Source: an optimization exercise on an open RTL-to-GDS flow (aim: small area, a short achievable clock period and few clock cycles). Production flows keep margins and buffers that such runs may drop. In this exercise RTL edits were held to simulation tests only and were not proved equivalent to the original. Power figures rest on the tool's default switching activity, not on a simulated workload.

File: standard.sh
#!/bin/bash
# synth_recipe.tcl (not shown) runs the flow's synth.tcl, then flattens the netlist and writes it again
# the make line also repeats each setting of config.mk as NAME=value (left out here)
make -C /OpenROAD-flow-scripts/flow DESIGN_CONFIG=/design/flow/config.mk WORK_HOME=/design/flow/orfs CLKGATE_MAP_FILE= SYNTH_SCRIPT=/design/flow/synth_recipe.tcl "${@:-finish}"
File: config.mk
export PLATFORM = sky130hd
export DESIGN_NAME = cfw128
export DESIGN_NICKNAME = cfw128
export VERILOG_FILES = /design/flow/design.v
export SDC_FILE = /design/flow/constraint.sdc
export NUM_CORES = 8
export LEC_CHECK = 0
export CAP_MARGIN = 30
export CORE_MARGIN = 2
export CORE_UTILIZATION = 40
export SLEW_MARGIN = 20
File: flow/run.sh
#!/bin/bash
# Layout flow: the standard ORFS flow (standard.sh, unchanged synthesis,
# floorplan, placement, CTS and routing at the design's clock period and
# constraints), with the timing repair aiming for more setup slack than the
# clock needs, so that the achieved period shrinks. Gate cloning is off so the
# standard synthesis's cells are kept as they are.
set -euo pipefail
export SETUP_SLACK_MARGIN=18.5
export SKIP_GATE_CLONING=1
bash standard.sh > standard_flow.log 2>&1
File: design.v
module cfw128 (
    input  wire        clk,
    input  wire        rst,       
    input  wire        req,
    input  wire        we,
    input  wire [31:0] addr,
    input  wire [63:0] wdata,
    output wire        ack,
    output wire        err,
    output reg  [63:0] rdata
);
    localparam [2:0] RK_NONE = 3'd0, RK_COMPLETE = 3'd1, RK_OVERFLOW = 3'd2,
                     RK_WRAP = 3'd3, RK_EMPTY = 3'd4;
    reg [63:0]  opnd;
    reg [2:0]   kcfg;            
    reg [2:0]   skcfg;           
    reg         st_valid, sk_valid;
    reg [63:0]  start_r, end_r;
    reg [63:0]  pos;             
    reg         ovf;
    reg [1:0]   errc;
    reg [2:0]   rkind;
    reg         busy;
    reg [63:0]  st_mem [0:15];   
    reg [7:0]   sk_mem [0:15];
    reg [3:0]   sk9 [0:15];      
    reg [15:0]  st_small;        
    reg [3:0]   kmask;           
    reg [3:0]   klow;            
    reg [7:0]   kpow;            
    reg [3:0]   lmask;           
    reg [4:0]   ksel;            
    reg [127:0] acc0, acc1;      
    reg [63:0]  cur0, cur1;      
    reg [7:0]   tz0, tz1;        
    reg         act0, act1;      
    reg         pnd0, pnd1;      
    reg [2:0]   sh0, sh1;
    reg [11:0]  xs0, xs1;
    reg         ovp0, ovp1;      
    reg         ld;              
    reg         ack_q, err_q;
    reg         cmd_wait;        
    reg         st_rd;           
    reg [63:0]  stq;             
    reg [13:0]  rsel;            
    assign ack = ack_q;
    assign err = err_q;
    localparam V_INIT = 1'b0, V_RUN = 1'b1;
    reg         vst;
    localparam [1:0] SK_WALK = 2'd0, SK_READY = 2'd1, SK_END = 2'd2, SK_WRAP = 2'd3;
    reg [1:0]   skst;
    reg [3:0]   r9;              
    reg         cb_hi;           
    reg [7:0]   cb_lo;           
    reg [64:0]  dend;            
    reg [63:0]  nxt;             
    reg         nv;              
    reg [15:0]  oha;             
    reg [15:0]  ohn;             
    reg [15:0]  ohs;             
    reg [15:0]  oh0, oh1;        
    localparam [3:0] E_IDLE = 4'd0, E_PRE = 4'd1, E_LD = 4'd2, E_HOR = 4'd3, E_OFF = 4'd4,
                     E_ABS = 4'd5, E_CHK = 4'd6, E_RTZ = 4'd7, E_DONE = 4'd8;
    localparam [1:0] EOP_FS = 2'd0, EOP_MUL = 2'd1, EOP_ADD = 2'd2, EOP_RTZ = 2'd3;
    reg [3:0]   est;
    reg [1:0]   eop;
    reg         ethr;            
    reg [3:0]   ehc;             
    reg         eov;
    reg [159:0] W;
    reg         wc;              
    reg [7:0]   ecnt;            
    wire eng_idle = (est == E_IDLE);
    function [3:0] mod9_64(input [63:0] n);
        reg [9:0] s1;
        reg [6:0] s2;
        reg [6:0] s3;
        reg [6:0] r;
        integer i;
        begin
            s1 = 10'd0;
            for (i = 0; i < 10; i = i + 1)
                s1 = s1 + {4'd0, n[6*i +: 6]};
            s1 = s1 + {6'd0, n[63:60]};
            s2 = {1'b0, s1[5:0]} + {3'd0, s1[9:6]};
            s3 = {1'b0, s2[5:0]} + {6'd0, s2[6]};
            r = s3 % 7'd9;
            mod9_64 = r[3:0];
        end
    endfunction
    function [3:0] mod9_8(input [7:0] n);
        reg [8:0] r;
        begin
            r = {1'b0, n} % 9'd9;
            mod9_8 = r[3:0];
        end
    endfunction
    function [3:0] r9add(input [3:0] r, input [3:0] e, input c);
        reg [4:0] a;
        begin
            a = {1'b0, r} + {1'b0, e} + (c ? 5'd2 : 5'd0);
            if (a >= 5'd18)     a = a - 5'd18;
            else if (a >= 5'd9) a = a - 5'd9;
            r9add = a[3:0];
        end
    endfunction
    function forb9(input [3:0] r);
        forb9 = (r == 4'd2) || (r == 4'd4) || (r == 4'd5) || (r == 4'd8);
    endfunction
    function [2:0] ctz8(input [7:0] v);
        begin
            casez (v)
                8'b???????1: ctz8 = 3'd0;
                8'b??????10: ctz8 = 3'd1;
                8'b?????100: ctz8 = 3'd2;
                8'b????1000: ctz8 = 3'd3;
                8'b???10000: ctz8 = 3'd4;
                8'b??100000: ctz8 = 3'd5;
                8'b?1000000: ctz8 = 3'd6;
                default:     ctz8 = 3'd7;
            endcase
        end
    endfunction
    function [63:0] shk(input [67:0] v, input [4:0] k);
        shk = ({64{k[0]}} & v[63:0]) | ({64{k[1]}} & v[64:1]) | ({64{k[2]}} & v[65:2]) |
              ({64{k[3]}} & v[66:3]) | ({64{k[4]}} & v[67:4]);
    endfunction
    function [63:0] shx(input [74:0] v, input [11:0] s);
        integer i;
        begin
            shx = 64'd0;
            for (i = 0; i < 12; i = i + 1)
                shx = shx | ({64{s[i]}} & v[i +: 64]);
        end
    endfunction
    function [11:0] dec12(input [3:0] i);
        dec12 = 12'd1 << i;
    endfunction
    function [3:0] rlo(input [10:0] q, input [2:0] t);
        rlo = q >> t;
    endfunction
    function [15:0] dec16(input [3:0] i);
        dec16 = 16'd1 << i;
    endfunction
    function [3:0] kmask_of(input [2:0] k);
        kmask_of = (k <= 3'd1) ? 4'b0001 : (k == 3'd2) ? 4'b0011 :
                   (k == 3'd3) ? 4'b0111 : 4'b1111;
    endfunction
    function [3:0] klow_of(input [2:0] k);
        klow_of = (k == 3'd0) ? 4'b0000 : (k == 3'd1) ? 4'b0001 :
                  (k == 3'd2) ? 4'b0011 : (k == 3'd3) ? 4'b0111 : 4'b1111;
    endfunction
    reg  [7:0]   sk_e;
    reg  [3:0]   sk_e9;
    integer      j, j2;
    always @(*) begin
        sk_e  = 8'd0;
        sk_e9 = 4'd0;
        for (j = 0; j < 16; j = j + 1) begin
            sk_e  = sk_e  | ({8{ohs[j]}} & sk_mem[j]);
            sk_e9 = sk_e9 | ({4{ohs[j]}} & sk9[j]);
        end
    end
    wire [5:0]   n1_lo   = pos[5:0] + sk_e[5:0];
    wire [3:0]   sk_idx2 = n1_lo[5:2] & lmask;
    wire [7:0]   sk_e2   = sk_mem[sk_idx2];
    wire [3:0]   sk_e29  = sk9[sk_idx2];
    wire [8:0]   s2      = {1'b0, sk_e} + {1'b0, sk_e2};
    wire [54:0]  pos_hi  = pos[63:9];
    wire [54:0]  pos_hi1 = pos[63:9] + 55'd1;
    wire         pos_h1s = &pos[63:9];
    wire [9:0]   lo1     = {1'b0, pos[8:0]} + {2'b0, sk_e};
    wire [9:0]   lo2     = {1'b0, pos[8:0]} + {1'b0, s2};
    wire [63:0]  sk_n1   = {lo1[9] ? pos_hi1 : pos_hi, lo1[8:0]};
    wire [63:0]  sk_n2   = {lo2[9] ? pos_hi1 : pos_hi, lo2[8:0]};
    wire         c1      = lo1[9] && pos_h1s;
    wire         c2      = lo2[9] && pos_h1s;
    wire [3:0]   r9_1n   = r9add(r9, sk_e9, 1'b0);
    wire [3:0]   r9_1c   = r9add(r9, sk_e9, 1'b1);
    wire [3:0]   r9_2n   = r9add(r9_1n, sk_e29, 1'b0);
    wire [3:0]   r9_2c   = r9add(r9_1n, sk_e29, 1'b1);
    wire [3:0]   r9_1    = c1 ? r9_1c : r9_1n;
    wire [3:0]   r9_2    = c2 ? r9_2c : r9_2n;
    wire         forb1   = c1 ? forb9(r9_1c) : forb9(r9_1n);
    wire         forb2   = c2 ? forb9(r9_2c) : forb9(r9_2n);
    wire [54:0]  dend_hi  = dend[64:10];
    wire [54:0]  dend_hi1 = dend[64:10] - 55'd1;
    wire [10:0]  dlo1     = {1'b0, dend[9:0]} - {3'b0, sk_e};
    wire [10:0]  dlo2     = {1'b0, dend[9:0]} - {2'b0, s2};
    wire [54:0]  dh1      = dlo1[10] ? dend_hi1 : dend_hi;
    wire [54:0]  dh2      = dlo2[10] ? dend_hi1 : dend_hi;
    wire [64:0]  dend1    = {dh1[54] ^ c1, dh1[53:0], dlo1[9:0]};
    wire [64:0]  dend2    = {dh2[54] ^ c2, dh2[53:0], dlo2[9:0]};
    wire         dneg     = dend[64];
    wire         dsmall   = !dend[64] && (dend[63:10] == 54'd0);
    wire         end_sm   = (end_r[63:9] == 55'd0);
    wire         gt1      = c1 ? (end_sm && (end_r[8:0] < sk_n1[8:0]))
                               : (dneg || (dsmall && ({2'b0, sk_e} > dend[9:0])));
    wire         gt2      = c2 ? (end_sm && (end_r[8:0] < sk_n2[8:0]))
                               : (dneg || (dsmall && ({1'b0, s2} > dend[9:0])));
    wire [63:0]  nxtK = shk({4'd0, nxt}, ksel);
    reg  [63:0]  sta;
    reg  [15:0]  stn, stb0, stb1;
    reg          stn_small, stb0_small, stb1_small;
    always @(*) begin
        sta = 64'd0;  stn = 16'd0;  stb0 = 16'd0;  stb1 = 16'd0;
        stn_small = 1'b0;  stb0_small = 1'b0;  stb1_small = 1'b0;
        for (j2 = 0; j2 < 16; j2 = j2 + 1) begin
            sta  = sta  | ({64{oha[j2]}} & st_mem[j2]);
            stn  = stn  | ({16{ohn[j2]}} & {st_mem[j2][39:32], st_mem[j2][7:0]});
            stb0 = stb0 | ({16{oh0[j2]}} & {st_mem[j2][39:32], st_mem[j2][7:0]});
            stb1 = stb1 | ({16{oh1[j2]}} & {st_mem[j2][39:32], st_mem[j2][7:0]});
            stn_small  = stn_small  | (ohn[j2] & st_small[j2]);
            stb0_small = stb0_small | (oh0[j2] & st_small[j2]);
            stb1_small = stb1_small | (oh1[j2] & st_small[j2]);
        end
    end
    wire         run  = busy && (vst == V_RUN);
    wire [71:0]  r0s    = acc0[71:0] >> sh0;
    wire [71:0]  r1s    = acc1[71:0] >> sh1;
    wire [127:0] rv0    = {acc0[127:72], r0s};
    wire [127:0] rv1    = {acc1[127:72], r1s};
    wire [127:0] acce    = ethr ? rv1 : rv0;             
    wire         below0 = (rv0[127:64] == 64'd0) && (rv0[63:0] < cur0);
    wire         below1 = (rv1[127:64] == 64'd0) && (rv1[63:0] < cur1);
    wire         live0 = act0 && !ovp0 && !(!eng_idle && !ethr);
    wire         live1 = act1 && !ovp1 && !(!eng_idle && ethr);
    wire         res0  = run && live0 && !pnd0 && below0;    
    wire         res1  = run && live1 && !pnd1 && below1;
    wire         free0 = !act0 || res0;
    wire         free1 = !act1 || res1;
    wire         rdy   = run && nv && eng_idle && !ovp0 && !ovp1;
    wire         cons0 = rdy && free0;
    wire         cons1 = rdy && free1 && !cons0;
    wire         cons  = cons0 || cons1;
    wire [31:0]  em32 = (eop == EOP_MUL) ? opnd[31:0] :
                        (eop == EOP_FS)  ? sta[31:0] : 32'd1;
    wire [63:0]  offx = (eop == EOP_ADD) ? opnd : {32'd0, sta[63:32]};
    wire [7:0]   offm = (eop == EOP_ADD) ? 8'd1 : kpow;
    wire         e_hor = (est == E_HOR);
    wire         e_off = (est == E_OFF);
    wire [63:0]  mxN = e_hor ? {32'd0, em32} : e_off ? offx : nxtK;
    wire [7:0]   mmN = e_hor ? W[159:152] : e_off ? offm : stn[7:0];
    wire [63:0]  myN = e_hor ? {W[55:0], 8'd0} : e_off ? W[63:0] : {56'd0, stn[15:8]};
    wire [71:0]  qN;
    mac64x8 u_macN (.x(mxN), .m(mmN), .y(myN), .q(qN));
    wire [2:0]   qtN = ctz8(qN[7:0]);
    wire         nzN   = (qN[7:0] != 8'd0);
    wire         qzN   = ((nxtK == 64'd0) || (stn[7:0] == 8'd0)) && (stn[15:8] == 8'd0);
    wire         okN   = stn_small && !qzN;    
    wire [63:0]  acc0K = shx(acc0[74:0], xs0);
    wire [63:0]  acc1K = shx(acc1[74:0], xs1);
    wire [7:0]   m0  = pnd0 ? 8'd1 : stb0[7:0];
    wire [7:0]   m1  = pnd1 ? 8'd1 : stb1[7:0];
    wire [7:0]   o0  = pnd0 ? 8'd0 : stb0[15:8];
    wire [7:0]   o1  = pnd1 ? 8'd0 : stb1[15:8];
    wire [71:0]  q0, q1;
    mac64x8 u_mac0 (.x(acc0K), .m(m0), .y({56'd0, o0}), .q(q0));
    mac64x8 u_mac1 (.x(acc1K), .m(m1), .y({56'd0, o1}), .q(q1));
    wire [2:0]   qt0 = ctz8(q0[7:0]);
    wire [2:0]   qt1 = ctz8(q1[7:0]);
    wire         nz0 = (q0[7:0] != 8'd0);
    wire         nz1 = (q1[7:0] != 8'd0);
    reg  [10:0]  hok0, hok1;
    integer      j3;
    always @(*) begin
        for (j3 = 0; j3 < 11; j3 = j3 + 1) begin
            hok0[j3] = |(xs0 >> (j3 + 1));
            hok1[j3] = |(xs1 >> (j3 + 1));
        end
    end
    wire         hz0 = (acc0[127:75] == 53'd0) && ((acc0[74:64] & ~hok0) == 11'd0);
    wire         hz1 = (acc1[127:75] == 53'd0) && ((acc1[74:64] & ~hok1) == 11'd0);
    wire         sm0   = (pnd0 | stb0_small) & hz0;          
    wire         sm1   = (pnd1 | stb1_small) & hz1;
    wire         fast0 = sm0 & nz0;
    wire         fast1 = sm1 & nz1;
    wire         step0 = run && live0 && (pnd0 || !below0);
    wire         step1 = run && live1 && (pnd1 || !below1);
    wire         qz0   = ((acc0K == 64'd0) || (m0 == 8'd0)) && (o0 == 8'd0);     
    wire         qz1   = ((acc1K == 64'd0) || (m1 == 8'd0)) && (o1 == 8'd0);
    wire         more0 = sm0 & !nz0 & !qz0;
    wire         more1 = sm1 & !nz1 & !qz1;
    wire         need0 = step0 && !fast0 && !more0;
    wire         need1 = step1 && !fast1 && !more1;
    wire [7:0]   tzn0  = (pnd0 ? tz0 : 8'd0) + (nz0 ? {5'd0, qt0} : 8'd8);
    wire [11:0]  xsk   = dec12({1'b0, kcfg});                 
    wire [11:0]  xsn0  = dec12({1'b0, qt0} + {1'b0, kcfg});
    wire [11:0]  xsn1  = dec12({1'b0, qt1} + {1'b0, kcfg});
    wire [11:0]  xsnN  = dec12({1'b0, qtN} + {1'b0, kcfg});
    wire [7:0]   tzn1  = (pnd1 ? tz1 : 8'd0) + (nz1 ? {5'd0, qt1} : 8'd8);
    wire [95:0]  w_inc    = e_hor ? (W[151:56] + {87'd0, wc, 8'd0}) : (W[159:64] + {95'd0, wc});
    wire         w_zero   = (W == 160'd0);
    wire [31:0]  w_top    = W[159:128];
    wire         ovK      = (w_top[31:4] != 28'd0) || ((w_top[3:0] & ~klow) != 4'd0);
    always @(*) begin
        rdata = ({64{rsel[0]}}  & {53'd0, rkind, 2'b00, errc, 2'b00, ovf, busy})
              | ({64{rsel[1]}}  & opnd)
              | ({64{rsel[2]}}  & acc0[63:0])
              | ({64{rsel[3]}}  & acc0[127:64])
              | ({64{rsel[4]}}  & {56'd0, tz0})
              | ({64{rsel[5]}}  & {61'd0, kcfg})
              | ({64{rsel[6]}}  & {61'd0, skcfg})
              | ({64{rsel[7]}}  & {62'd0, sk_valid, st_valid})
              | ({64{rsel[8]}}  & start_r)
              | ({64{rsel[9]}}  & end_r)
              | ({64{rsel[10]}} & pos)
              | ({64{rsel[11]}} & cur0)
              | ({64{rsel[12]}} & stq)
              | ({64{rsel[13]}} & {56'd0, sk_e});
    end
    wire        newacc  = req && !ack_q && !cmd_wait && !st_rd;
    wire        misal   = (addr[2:0] != 3'd0);
    wire        in_reg  = (addr[31:12] == 20'd0);
    wire [8:0]  reg_idx = addr[11:3];
    wire        in_st   = (addr[31:23] == 9'b0000_0001_0) && (addr[22:7] == 16'd0);
    wire        in_sk   = addr[31] && (addr[30:7] == 24'd0);
    wire [3:0]  tab_idx = addr[6:3];
    wire        wr      = newacc && !misal && we && !busy;
    wire        wr_reg  = wr && in_reg;
    wire        wr_cmd  = wr_reg && (reg_idx == 9'h00);
    wire        cmd_hi  = (wdata[63:8] != 56'd0);
    wire [7:0]  opc     = wdata[7:0];
    wire        cmd_eng = !cmd_hi && ((opc == 8'd1) || (opc == 8'd3) ||
                                      ((opc == 8'd2) && (opnd[63:32] == 32'd0)) ||
                                      ((opc == 8'd4) && st_valid));
    wire        wclamp  = (wdata[63:3] != 61'd0) || (wdata[2] && (wdata[1:0] != 2'd0));
    wire [2:0]  wcfg    = wclamp ? 3'd4 : wdata[2:0];
    wire        eng_ov   = run && (est == E_DONE) && eov;
    wire        ov_other_older = ethr ? (act0 && ld) : (act1 && !ld);
    wire        stop_ov0 = (eng_ov && !ethr && !ov_other_older) || (ovp0 && !act1);
    wire        stop_ov1 = (eng_ov &&  ethr && !ov_other_older) || (ovp1 && !act0);
    wire        stop_end = run && ((skst == SK_END) || (skst == SK_WRAP)) && !nv &&
                           !act0 && !act1 && eng_idle;
    wire        stopping = stop_ov0 || stop_ov1 || stop_end;
    wire        qfree = !nv || cons;
    wire        xfer = run && !stopping && (skst == SK_READY) && qfree;
    wire        walk = run && !stopping && ((skst == SK_WALK) || xfer);
    reg [63:0]  w_pos;
    reg [1:0]   w_skst;
    reg [3:0]   w_r9;
    reg [64:0]  w_dend;
    always @(*) begin
        w_pos  = pos;
        w_skst = skst;
        w_r9   = r9;
        w_dend = dend;
        if (c1 && (xfer ? ((pos[63:8] != 56'd0) || (sk_n1[7:0] < pos[7:0]))
                        : (cb_hi || (sk_n1[7:0] < cb_lo)))) begin
            w_skst = SK_WRAP;
        end else if (!forb1) begin
            w_pos  = sk_n1;
            w_r9   = r9_1;
            w_dend = dend1;
            w_skst = gt1 ? SK_END : SK_READY;
        end else if (c2 && !c1 && (xfer ? ((pos[63:8] != 56'd0) || (sk_n2[7:0] < pos[7:0]))
                                        : (cb_hi || (sk_n2[7:0] < cb_lo)))) begin
            w_pos  = sk_n1;
            w_skst = SK_WRAP;
        end else begin
            w_pos  = sk_n2;
            w_r9   = r9_2;
            w_dend = dend2;
            w_skst = !forb2 ? (gt2 ? SK_END : SK_READY) : SK_WALK;
        end
    end
    wire [63:0] pos_nx = walk ? w_pos : pos;
    wire        wput   = walk && !xfer && qfree && (w_skst == SK_READY);    
    wire [63:0] nxt_nx = xfer ? pos : wput ? w_pos : nxt;
    wire        w_n1   = !forb1;                     
    wire [15:0] dn_n1  = dec16(sk_n1[3:0] & kmask);
    wire [15:0] dn_n2  = dec16(sk_n2[3:0] & kmask);
    wire [15:0] dn_pos = dec16(pos[3:0] & kmask);
    wire [15:0] ds_n1  = dec16(sk_n1[5:2] & lmask);
    wire [15:0] ds_n2  = dec16(sk_n2[5:2] & lmask);
    wire [15:0] ds_pos = dec16(pos[5:2] & lmask);
    always @(posedge clk) begin
        if (!rst && wr && in_st) begin
            st_mem[tab_idx]   <= wdata;
            st_small[tab_idx] <= (wdata[31:8] == 24'd0) && (wdata[63:40] == 24'd0);
        end
        if (!rst && wr && in_sk) begin
            sk_mem[tab_idx] <= wdata[7:0];
            sk9[tab_idx]    <= mod9_8(wdata[7:0]);
        end
    end
    reg [3:0]   a0n, a1n, km_n;
    always @(posedge clk) begin
        if (rst) begin
            opnd     <= 64'd0;
            acc0     <= 128'd0;
            tz0      <= 8'd0;
            kcfg     <= 3'd0;
            ksel     <= 5'b00001;
            skcfg    <= 3'd0;
            kmask    <= 4'b0001;
            klow     <= 4'b0000;
            kpow     <= 8'd1;
            lmask    <= 4'b0000;
            st_valid <= 1'b0;
            sk_valid <= 1'b0;
            start_r  <= 64'd0;
            end_r    <= 64'd0;
            cur0     <= 64'd0;
            pos      <= 64'd0;
            ovf      <= 1'b0;
            errc     <= 2'd0;
            rkind    <= RK_NONE;
            busy     <= 1'b0;
            ack_q    <= 1'b0;
            err_q    <= 1'b0;
            cmd_wait <= 1'b0;
            rsel     <= 14'd0;
            oha      <= 16'd1;
            ohn      <= 16'd1;
            ohs      <= 16'd1;
            oh0      <= 16'd1;
            sh0      <= 3'd0;
            st_rd    <= 1'b0;
            vst      <= V_INIT;
            skst     <= SK_WALK;
            est      <= E_IDLE;
            act0     <= 1'b0;
            act1     <= 1'b0;
            ovp0     <= 1'b0;
            ovp1     <= 1'b0;
        end else begin
            a0n = rv0[3:0];
            a1n = rv1[3:0];
            km_n = kmask;
            if (ack_q) begin
                ack_q <= 1'b0;
                err_q <= 1'b0;
            end else if (st_rd) begin
                st_rd <= 1'b0;
                stq   <= sta;
                ack_q <= 1'b1;
            end else if (newacc) begin
                rsel <= 14'd0;
                if (misal) begin
                    err_q <= 1'b1;
                    ack_q <= 1'b1;
                end else if (!we) begin
                    ack_q <= 1'b1;
                    if (in_reg) begin
                        case (reg_idx)
                            9'h01: rsel <= 14'h0001;
                            9'h02: rsel <= 14'h0002;
                            9'h03: rsel <= 14'h0004;
                            9'h04: rsel <= 14'h0008;
                            9'h05: rsel <= 14'h0010;
                            9'h06: rsel <= 14'h0020;
                            9'h07: rsel <= 14'h0040;
                            9'h08: rsel <= 14'h0080;
                            9'h09: rsel <= 14'h0100;
                            9'h0a: rsel <= 14'h0200;
                            9'h0b: rsel <= 14'h0400;
                            9'h0c: rsel <= 14'h0800;
                            default: ;
                        endcase
                    end else if (in_st) begin
                        rsel  <= 14'h1000;
                        st_rd <= 1'b1;
                        ack_q <= 1'b0;
                    end else if (in_sk) begin
                        rsel <= 14'h2000;
                    end
                end else if (wr_cmd && cmd_eng) begin
                    cmd_wait <= 1'b1;
                end else begin
                    ack_q <= 1'b1;
                end
            end
            if (est == E_PRE)
                oha <= ethr ? oh1 : oh0;
            else if (newacc && !busy)
                oha <= dec16(tab_idx);
            ohn <= xfer ? dn_pos : wput ? (w_n1 ? dn_n1 : dn_n2) : ohn;
            if (busy)
                ohs <= (vst == V_INIT) ? dec16(cur0[5:2] & lmask) :
                       !walk ? ohs : w_n1 ? ds_n1 : ds_n2;    
            else if (newacc)
                ohs <= dec16(tab_idx);
            if (wr_reg) begin
                case (reg_idx)
                    9'h00: begin
                        if (cmd_hi) begin
                            errc <= 2'd1;
                            ovf  <= 1'b0;
                        end else begin
                            case (opc)
                                8'd0: begin
                                    errc <= 2'd0;
                                    ovf  <= 1'b0;
                                end
                                8'd1: begin
                                    est  <= E_LD;
                                    eop  <= EOP_ADD;
                                    ethr <= 1'b0;
                                end
                                8'd2: begin
                                    if (opnd[63:32] != 32'd0) begin
                                        errc <= 2'd2;
                                        ovf  <= 1'b0;
                                    end else begin
                                        est  <= E_LD;
                                        eop  <= EOP_MUL;
                                        ethr <= 1'b0;
                                    end
                                end
                                8'd3: begin
                                    est  <= E_LD;
                                    eop  <= EOP_RTZ;
                                    ethr <= 1'b0;
                                end
                                8'd4: begin
                                    if (!st_valid) begin
                                        errc <= 2'd3;
                                        ovf  <= 1'b0;
                                    end else begin
                                        est  <= E_PRE;
                                        eop  <= EOP_FS;
                                        ethr <= 1'b0;
                                    end
                                end
                                8'd5: begin
                                    errc <= 2'd0;
                                    ovf  <= 1'b0;
                                    if (!st_valid || !sk_valid) begin
                                        pos   <= 64'd0;
                                        rkind <= RK_EMPTY;
                                    end else begin
                                        cur0  <= start_r | 64'd3;
                                        rkind <= RK_NONE;
                                        busy  <= 1'b1;
                                        vst   <= V_INIT;
                                    end
                                end
                                default: begin
                                    errc <= 2'd1;
                                    ovf  <= 1'b0;
                                end
                            endcase
                        end
                    end
                    9'h02: opnd         <= wdata;
                    9'h03: begin
                        acc0[63:0] <= wdata;
                        a0n = wdata[3:0];
                    end
                    9'h04: acc0[127:64] <= wdata;
                    9'h06: begin
                        km_n  = kmask_of(wcfg);
                        kcfg  <= wcfg;
                        ksel  <= 5'b00001 << wcfg;
                        kmask <= kmask_of(wcfg);
                        klow  <= klow_of(wcfg);
                        kpow  <= 8'd1 << wcfg;
                    end
                    9'h07: begin
                        skcfg <= wcfg;
                        lmask <= klow_of(wcfg);
                    end
                    9'h08: begin
                        st_valid <= wdata[0];
                        sk_valid <= wdata[1];
                    end
                    9'h09: start_r <= wdata;
                    9'h0a: end_r   <= wdata;
                    default: ;
                endcase
            end
            case (est)
                E_PRE: begin
                    est <= E_LD;
                end
                E_LD: begin
                    W     <= {((eop == EOP_FS) ? {acce[127:4], acce[3:0] & ~klow} : acce), 32'd0};
                    ehc   <= 4'd0;
                    eov   <= 1'b0;
                    wc    <= 1'b0;
                    ecnt  <= (eop == EOP_FS) ? (8'd0 - {5'd0, kcfg}) : (8'd0 - 8'd32);
                    est   <= (eop == EOP_RTZ) ? E_RTZ : E_HOR;
                end
                E_HOR: begin
                    W   <= {w_inc, qN[63:0]};
                    wc  <= qN[64];
                    ehc <= ehc + 4'd1;
                    if (ehc == 4'd15)
                        est <= (eop == EOP_MUL) ? E_ABS : E_OFF;
                end
                E_OFF: begin
                    W   <= {w_inc, qN[63:0]};
                    wc  <= qN[64];
                    est <= E_ABS;
                end
                E_ABS: begin
                    W   <= {w_inc, W[63:0]};
                    est <= E_CHK;
                end
                E_CHK: begin
                    if ((eop == EOP_FS) ? ovK : (w_top != 32'd0)) begin
                        eov <= 1'b1;
                        est <= E_DONE;
                    end else begin
                        est <= (eop == EOP_FS) ? E_RTZ : E_DONE;
                    end
                end
                E_RTZ: begin
                    if (w_zero) begin
                        ecnt <= 8'd128;
                        est  <= E_DONE;
                    end else if (W[7:0] == 8'd0) begin
                        W    <= {8'd0, W[159:8]};
                        ecnt <= ecnt + 8'd8;
                    end else if (!W[0]) begin
                        W    <= {1'b0, W[159:1]};
                        ecnt <= ecnt + 8'd1;
                    end else begin
                        est <= E_DONE;
                    end
                end
                E_DONE: begin
                    est <= E_IDLE;
                    if (!busy) begin
                        cmd_wait <= 1'b0;
                        ack_q    <= 1'b1;
                        errc     <= 2'd0;
                        ovf      <= eov;
                        if (!eov) begin
                            acc0 <= W[127:0];
                            a0n = W[3:0];
                            if ((eop == EOP_FS) || (eop == EOP_RTZ))
                                tz0 <= ecnt;
                        end
                    end
                end
                default: ;
            endcase
            if (busy) begin
                if (vst == V_INIT) begin
                    if (cur0 > end_r) begin
                        pos   <= end_r;
                        rkind <= RK_COMPLETE;
                        busy  <= 1'b0;
                    end else begin
                        acc0  <= {64'd0, cur0};
                        sh0   <= 3'd0;
                        xs0   <= xsk;
                        pnd0  <= 1'b0;
                        a0n = cur0[3:0];
                        act0  <= 1'b1;
                        act1  <= 1'b0;
                        ovp0  <= 1'b0;
                        ovp1  <= 1'b0;
                        ld    <= 1'b0;
                        pos   <= cur0;
                        r9    <= mod9_64(cur0);
                        dend  <= {1'b0, end_r} - {1'b0, cur0};
                        cb_hi <= (cur0[63:8] != 56'd0);
                        cb_lo <= cur0[7:0];
                        skst  <= SK_WALK;
                        nv    <= 1'b0;
                        vst   <= V_RUN;
                    end
                end else if (stop_ov0 || stop_ov1) begin
                    rkind <= RK_OVERFLOW;
                    ovf   <= 1'b1;
                    busy  <= 1'b0;
                    sh0   <= 3'd0;
                    if (stop_ov0) begin
                        pos  <= cur0 - 64'd1;
                        acc0 <= rv0;
                        a0n = rv0[3:0];
                    end else begin
                        pos  <= cur1 - 64'd1;
                        cur0 <= cur1;
                        acc0 <= rv1;
                        a0n = rv1[3:0];
                        tz0  <= tz1;
                    end
                end else if (stop_end) begin
                    busy  <= 1'b0;
                    cur0  <= pos;
                    rkind <= (skst == SK_END) ? RK_COMPLETE : RK_WRAP;
                    if (skst == SK_END)
                        pos <= end_r;
                    else
                        pos <= ld ? cur1 : cur0;
                    sh0   <= 3'd0;
                    if (ld) begin
                        acc0 <= rv1;
                        a0n = rv1[3:0];
                        tz0  <= tz1;
                    end else begin
                        acc0 <= rv0;
                        a0n = rv0[3:0];
                    end
                end else begin
                    if (est == E_DONE) begin
                        if (eov) begin
                            if (ethr) ovp1 <= 1'b1;
                            else      ovp0 <= 1'b1;
                        end else if (ethr) begin
                            acc1 <= W[127:0];
                            a1n = W[3:0];
                            sh1  <= 3'd0;
                            xs1  <= xsk;
                            tz1  <= ecnt;
                        end else begin
                            acc0 <= W[127:0];
                            a0n = W[3:0];
                            sh0  <= 3'd0;
                            xs0  <= xsk;
                            tz0  <= ecnt;
                        end
                    end
                    if (cons0) begin
                        cur0 <= nxt;
                        act0 <= 1'b1;
                        ld   <= 1'b0;
                        if (okN && nzN) begin
                            acc0 <= {56'd0, qN};
                            a0n = rlo(qN[10:0], qtN);
                            sh0  <= qtN;
                            xs0  <= xsnN;
                            tz0  <= {5'd0, qtN};
                            pnd0 <= 1'b0;
                        end else if (okN) begin
                            acc0 <= {64'd0, qN[71:8]};
                            sh0  <= 3'd0;
                            xs0  <= 12'd1;
                            tz0  <= 8'd8;
                            pnd0 <= 1'b1;
                        end else begin
                            pnd0 <= 1'b0;
                            acc0 <= {64'd0, nxt};
                            a0n = nxt[3:0];
                            sh0  <= 3'd0;
                            xs0  <= xsk;
                        end
                    end else if (res0) begin
                        act0 <= 1'b0;
                    end else if (step0 && fast0) begin
                        acc0 <= {56'd0, q0};
                        a0n = rlo(q0[10:0], qt0);
                        sh0  <= qt0;
                        xs0  <= xsn0;
                        tz0  <= tzn0;
                        pnd0 <= 1'b0;
                    end else if (step0 && more0) begin
                        acc0 <= {64'd0, q0[71:8]};
                        sh0  <= 3'd0;
                        xs0  <= 12'd1;
                        tz0  <= tzn0;
                        pnd0 <= 1'b1;
                    end
                    if (cons1) begin
                        cur1 <= nxt;
                        act1 <= 1'b1;
                        ld   <= 1'b1;
                        if (okN && nzN) begin
                            acc1 <= {56'd0, qN};
                            a1n = rlo(qN[10:0], qtN);
                            sh1  <= qtN;
                            xs1  <= xsnN;
                            tz1  <= {5'd0, qtN};
                            pnd1 <= 1'b0;
                        end else if (okN) begin
                            acc1 <= {64'd0, qN[71:8]};
                            sh1  <= 3'd0;
                            xs1  <= 12'd1;
                            tz1  <= 8'd8;
                            pnd1 <= 1'b1;
                        end else begin
                            pnd1 <= 1'b0;
                            acc1 <= {64'd0, nxt};
                            a1n = nxt[3:0];
                            sh1  <= 3'd0;
                            xs1  <= xsk;
                        end
                    end else if (res1) begin
                        act1 <= 1'b0;
                    end else if (step1 && fast1) begin
                        acc1 <= {56'd0, q1};
                        a1n = rlo(q1[10:0], qt1);
                        sh1  <= qt1;
                        xs1  <= xsn1;
                        tz1  <= tzn1;
                        pnd1 <= 1'b0;
                    end else if (step1 && more1) begin
                        acc1 <= {64'd0, q1[71:8]};
                        sh1  <= 3'd0;
                        xs1  <= 12'd1;
                        tz1  <= tzn1;
                        pnd1 <= 1'b1;
                    end
                    if (eng_idle && (need0 || need1)) begin
                        ethr <= !need0;
                        eop  <= EOP_FS;
                        est  <= E_PRE;
                    end
                    if (xfer || wput) begin
                        nxt <= nxt_nx;
                        nv  <= 1'b1;
                    end else if (cons) begin
                        nv  <= 1'b0;
                    end
                    if (walk) begin
                        pos  <= w_pos;
                        skst <= wput ? SK_WALK : w_skst;
                        r9   <= w_r9;
                        dend <= w_dend;
                        if (wput) begin
                            cb_hi <= (w_pos[63:8] != 56'd0);
                            cb_lo <= w_pos[7:0];
                        end else if (xfer) begin
                            cb_hi <= (pos[63:8] != 56'd0);
                            cb_lo <= pos[7:0];
                        end
                    end
                end
            end
            oh0 <= dec16(a0n & km_n);
            oh1 <= dec16(a1n & km_n);
        end
    end
endmodule
module mac64x8 (
    input  wire [63:0] x,
    input  wire [7:0]  m,
    input  wire [63:0] y,
    output wire [71:0] q
);
    wire [71:0] r [0:8];
    genvar i;
    generate
        for (i = 0; i < 8; i = i + 1) begin : g_pp
            assign r[i] = {8'd0, x & {64{m[i]}}} << i;
        end
    endgenerate
    assign r[8] = {8'd0, y};
    wire [71:0] a0, b0, a1, b1, a2, b2;           
    wire [71:0] a3, b3, a4, b4;                   
    wire [71:0] a5, b5;                           
    wire [71:0] s, c;                             
    csa72 u0 (r[0], r[1], r[2], a0, b0);
    csa72 u1 (r[3], r[4], r[5], a1, b1);
    csa72 u2 (r[6], r[7], r[8], a2, b2);
    csa72 u3 (a0, b0, a1, a3, b3);
    csa72 u4 (b1, a2, b2, a4, b4);
    csa72 u5 (a3, b3, a4, a5, b5);
    csa72 u6 (a5, b5, b4, s, c);
    ks72  u7 (s, c, q);
endmodule
module csa72 (input wire [71:0] a, input wire [71:0] b, input wire [71:0] c,
              output wire [71:0] s, output wire [71:0] k);
    assign s = a ^ b ^ c;
    assign k = {((a & b) | (a & c) | (b & c)), 1'b0} ;
endmodule
module ks72 (input wire [71:0] a, input wire [71:0] b, output wire [71:0] s);
    wire [71:0] g0 = a & b;
    wire [71:0] p0 = a ^ b;
    wire [71:0] g [0:7];
    wire [71:0] p [0:7];
    assign g[0] = g0;
    assign p[0] = p0;
    genvar l, i;
    generate
        for (l = 0; l < 7; l = l + 1) begin : g_lvl
            for (i = 0; i < 72; i = i + 1) begin : g_bit
                if (i >= (1 << l)) begin : g_comb
                    assign g[l+1][i] = g[l][i] | (p[l][i] & g[l][i-(1<<l)]);
                    assign p[l+1][i] = p[l][i] & p[l][i-(1<<l)];
                end else begin : g_pass
                    assign g[l+1][i] = g[l][i];
                    assign p[l+1][i] = p[l][i];
                end
            end
        end
    endgenerate
    assign s = p0 ^ {g[7][70:0], 1'b0};
endmodule
File: constraint.sdc
create_clock -name core_clock -period 28.0 [get_ports {clk}]
set_input_delay 5.6000 -clock core_clock [delete_from_list [all_inputs] [get_ports {clk}]]
set_output_delay 5.6000 -clock core_clock [all_outputs]
set_load 0.01 [all_outputs]
==> run summary <==
power by group:
group          internal (mW)  switching (mW)  leakage [nW]
combinational           3.88            10.6          70.1
clock                   2.27            1.86          4.75
sequential              4.01           0.147          21.6
state kept, by name, indices dropped and copies added, names as in the netlist, 65 cells and up:
signal / flops
st_mem: 1024
W: 160
acc0: 128
acc1: 128
sk_mem: 128
dend: 65
per-stage QoR:
step	utilization	hold slack [ns]
2_1_floorplan	-	0.424
3_3_place_gp	0.424	0.445
3_5_place_dp	0.425	0.449
4_1_cts	0.448	0.461
5_1_grt	0.454	0.489
6_report	0.455	0.464
cell type report:
type	count	area, sq um	area share
multi-input combinational	17700	135000	0.549
sequential	2447	67800	0.276
timing repair buffer	1593	14300	0.0581
inverter	2402	9070	0.0369
tap	7208	9020	0.0367
clock buffer	396	8150	0.0332
clock inverter	146	1640	0.00668
antenna	409	1020	0.00416
worst min path at each step:
stage               start         end  slack, ns  cells past startpoint
3_5_place_dp       ohn[9]      ohn[9]       0.45                      2
4_1_cts          skcfg[1]    skcfg[1]       0.46                      2
2_1_floorplan     nxt[44]    cur1[44]       0.42                      0
5_1_grt            ohn[2]      ohn[2]       0.49                      2
6_report         skcfg[1]    skcfg[1]       0.46                      2
3_3_place_gp   start_r[1]  start_r[1]       0.44                      2
placed cells by master (no fill, tap or decap), types with 655 or more instances in the layout:
cell and n:
a221oi_1 676, mux2i_1 687, a22o_1 655, a21oi_1 1359, a22oi_1 1129, inv_1 2374, nor2_1 2095, buf_4 1188
o21ai_0 1184, edfxtp_1 1862, ha_1 743, nand2_1 2449, fa_1 1253
routing by layer:
metal,up-vias,wire length (microns)
met3,7182,240000
li1,89500,-
met1,117000,501000
met2,23400,557000
met4,108,172000
met5,-,3850
critical path: cells and delay by family (launching register included):
family	cells	cell delay (ns)
AO/OA/AOI/OAI	1	0.16
buffers and inverters	3	1.59
flip-flops	1	0.52
AND/OR/NAND/NOR	1	0.83
repair_timing:
item                                    in CTS  in global routing
pin swaps                                   60                 50
buffers inserted                           144                 90
gates resized for setup                    317                256
hold buffers                                 0                  0
endpoints found under the setup margin    1743                498
logic make-up (layout without fill, tap and decap cells):
kind of cell	count (synthesis)	count (layout)	share of synthesized area
adder cells (fa/ha/maj)	2011	2011	0.160
buffers and inverters	4570	4537	0.0797
multiplexers	924	924	0.0474
XOR/XNOR	577	577	0.0234
flip-flops	2447	2447	0.312
AO/OA/AOI/OAI	7153	7153	0.231
other	0	409	0
AND/OR/NAND/NOR	7006	7006	0.146
==> impl_metrics.ini <==
[global_route]
busiest_layer = met2
grt_pass1_vias = 210000
overflow = 0
grt_max_degree = 165
antenna_found_initial = 311
use_met2 = 0.674
grt_pass1_wl_mm = 1930
track_usage = 0.516
met3_usage = 0.304
met1_usage = 0.577

[timing]
setup-tns-final_ns = 0
rsz0062_at_grt = true
finalCritPeriodShare = 0.351
hold_viol_final = 0
fmax_ghz = 0.102
slew_headroom = 0.0562
drv_slew = 0
worstMarginPinSlew_ns = 1.42
period_minus_slack_ns = 9.84
setup_viol = 0
setup_slack_ns = 18.16
finalClockSkew_ns = 0.130

[finish]
final_cells = 32300
fin_area_sq_mm = 0.246
area_growth_pct = 13.5
final_nets = 26500
fillers = 53000
layout-drive-gt1-share = 0.116

[floorplanning]
die_area_sq_mm = 0.547
start_util = 0.401
rows = 270
core_area_sq_mm = 0.540
die_h_microns = 740
pin_count = 166
die_w_microns = 740

[synthesis]
synthesis.nets = 26800
synth-edff-count = 1862
synthTopCellsByArea = edfxtp_1 26%, fa_1 12%, dfxtp_1 5.4%
yosys_warnings = 3
ys_seq_area_frac = 0.312
ys_ff_latch = 2447
ys.flop_type = edfxtp_1
synth_cells = 24700
synth_common_cells = 2469 x nand2_1, 2396 x inv_1, 2178 x nor2_1
synthesis.area_sq_mm = 0.217
post-synth-top-count-cell = nand2_1
synth_area_per_cell_sq_um = 8.77
synth.distinct_cells = 110
ys_async_sr_fraction = 0
synth.largest_area_cell = edfxtp_1
netlist.area_leader.share = 0.258

[routing]
wl_mm = 1470
vias_per_cell = 7.34
firstDrtPassIters = 15
drt_first_iter_violations = 45900
num_vias = 237000
ant_nets = 0
drcViolationCount = 0
wl_per_cell_microns = 45.7

[setup_path]
endpoint_kind = primary output
required_ns = 22.40
endpoint = rdata[21]
rr_worst_depth = 26
critPathLaunchType = flip-flop
r2r_slack_ns = 18.18
critPathMaxStageDelay_ns = 0.83
critPathSlowestCell = nand4_1
worstPathArrival_ns = 4.24
r2r-start = sh1[1]
crit_fanout = 31
crit_start = rsel[9]
path_cells = buf_8 > buf_8 > a22oi_1 > nand4_1 > clkdlybuf4s50_1
rr_endpoint = cb_hi
cp_common_cell = buf_8
criticalPathCategory = flip-flop to primary output

[cts]
cts_made_buffers = 295
clkTransAtPathRegs_ns = 0.06
clock_latency_ns = 1.12
clock_tree.root_cell = clkbuf_16
cts.sinks = 2447
clk_path_buf_depth = 4
cts_tree = built
h-tree-depth = 5

[power_and_ir_drop]
vdd_ir_drop_max_v = 0.000283
power_density_mw_per_mm2 = 92.8
finalPower_mw = 22.8
leakage_nw = 96.5

[job]
drv_cap = 0

[placed_design]
place_congestion = 1.18
postPlaceCellArea_sq_mm = 0.230
dpl.hpwl_mm = 1060
port_buffers = 165
dp.cells = 31000
pre_cts_slack_ns = 15.56

[status]
status = finished clean

[worst_hold_path]
worstHoldPathType = flip-flop to flip-flop
Testbench counts, summed over its fixed seeds: cycles 41,372.

[separate check: timing with driven ports]
The flow's constraints put no driver on any port. The routed layout listed below was extracted and timed again, unchanged, in two steps. Step 1 sets driving cells, clkbuf_16 on the clock port and buf_2 on the other inputs (assumed; they add their load-dependent delay and slew). Step 2 also shifts input and output timing later by t, the mid clock arrival at the registers, as if the neighbouring blocks saw the same clock. a / b / c = no drivers / after step 1 / after step 2; a / b = the first two.
t, ns: 1.179
setup WS [ns]: 18.164 / 18.038 / 17.379
pins driven straight from the clock port: 1
After both steps this run still meets setup and hold. For this run, drivers alone change the setup slack by -0.126 ns; drivers and shift together by -0.785 ns.
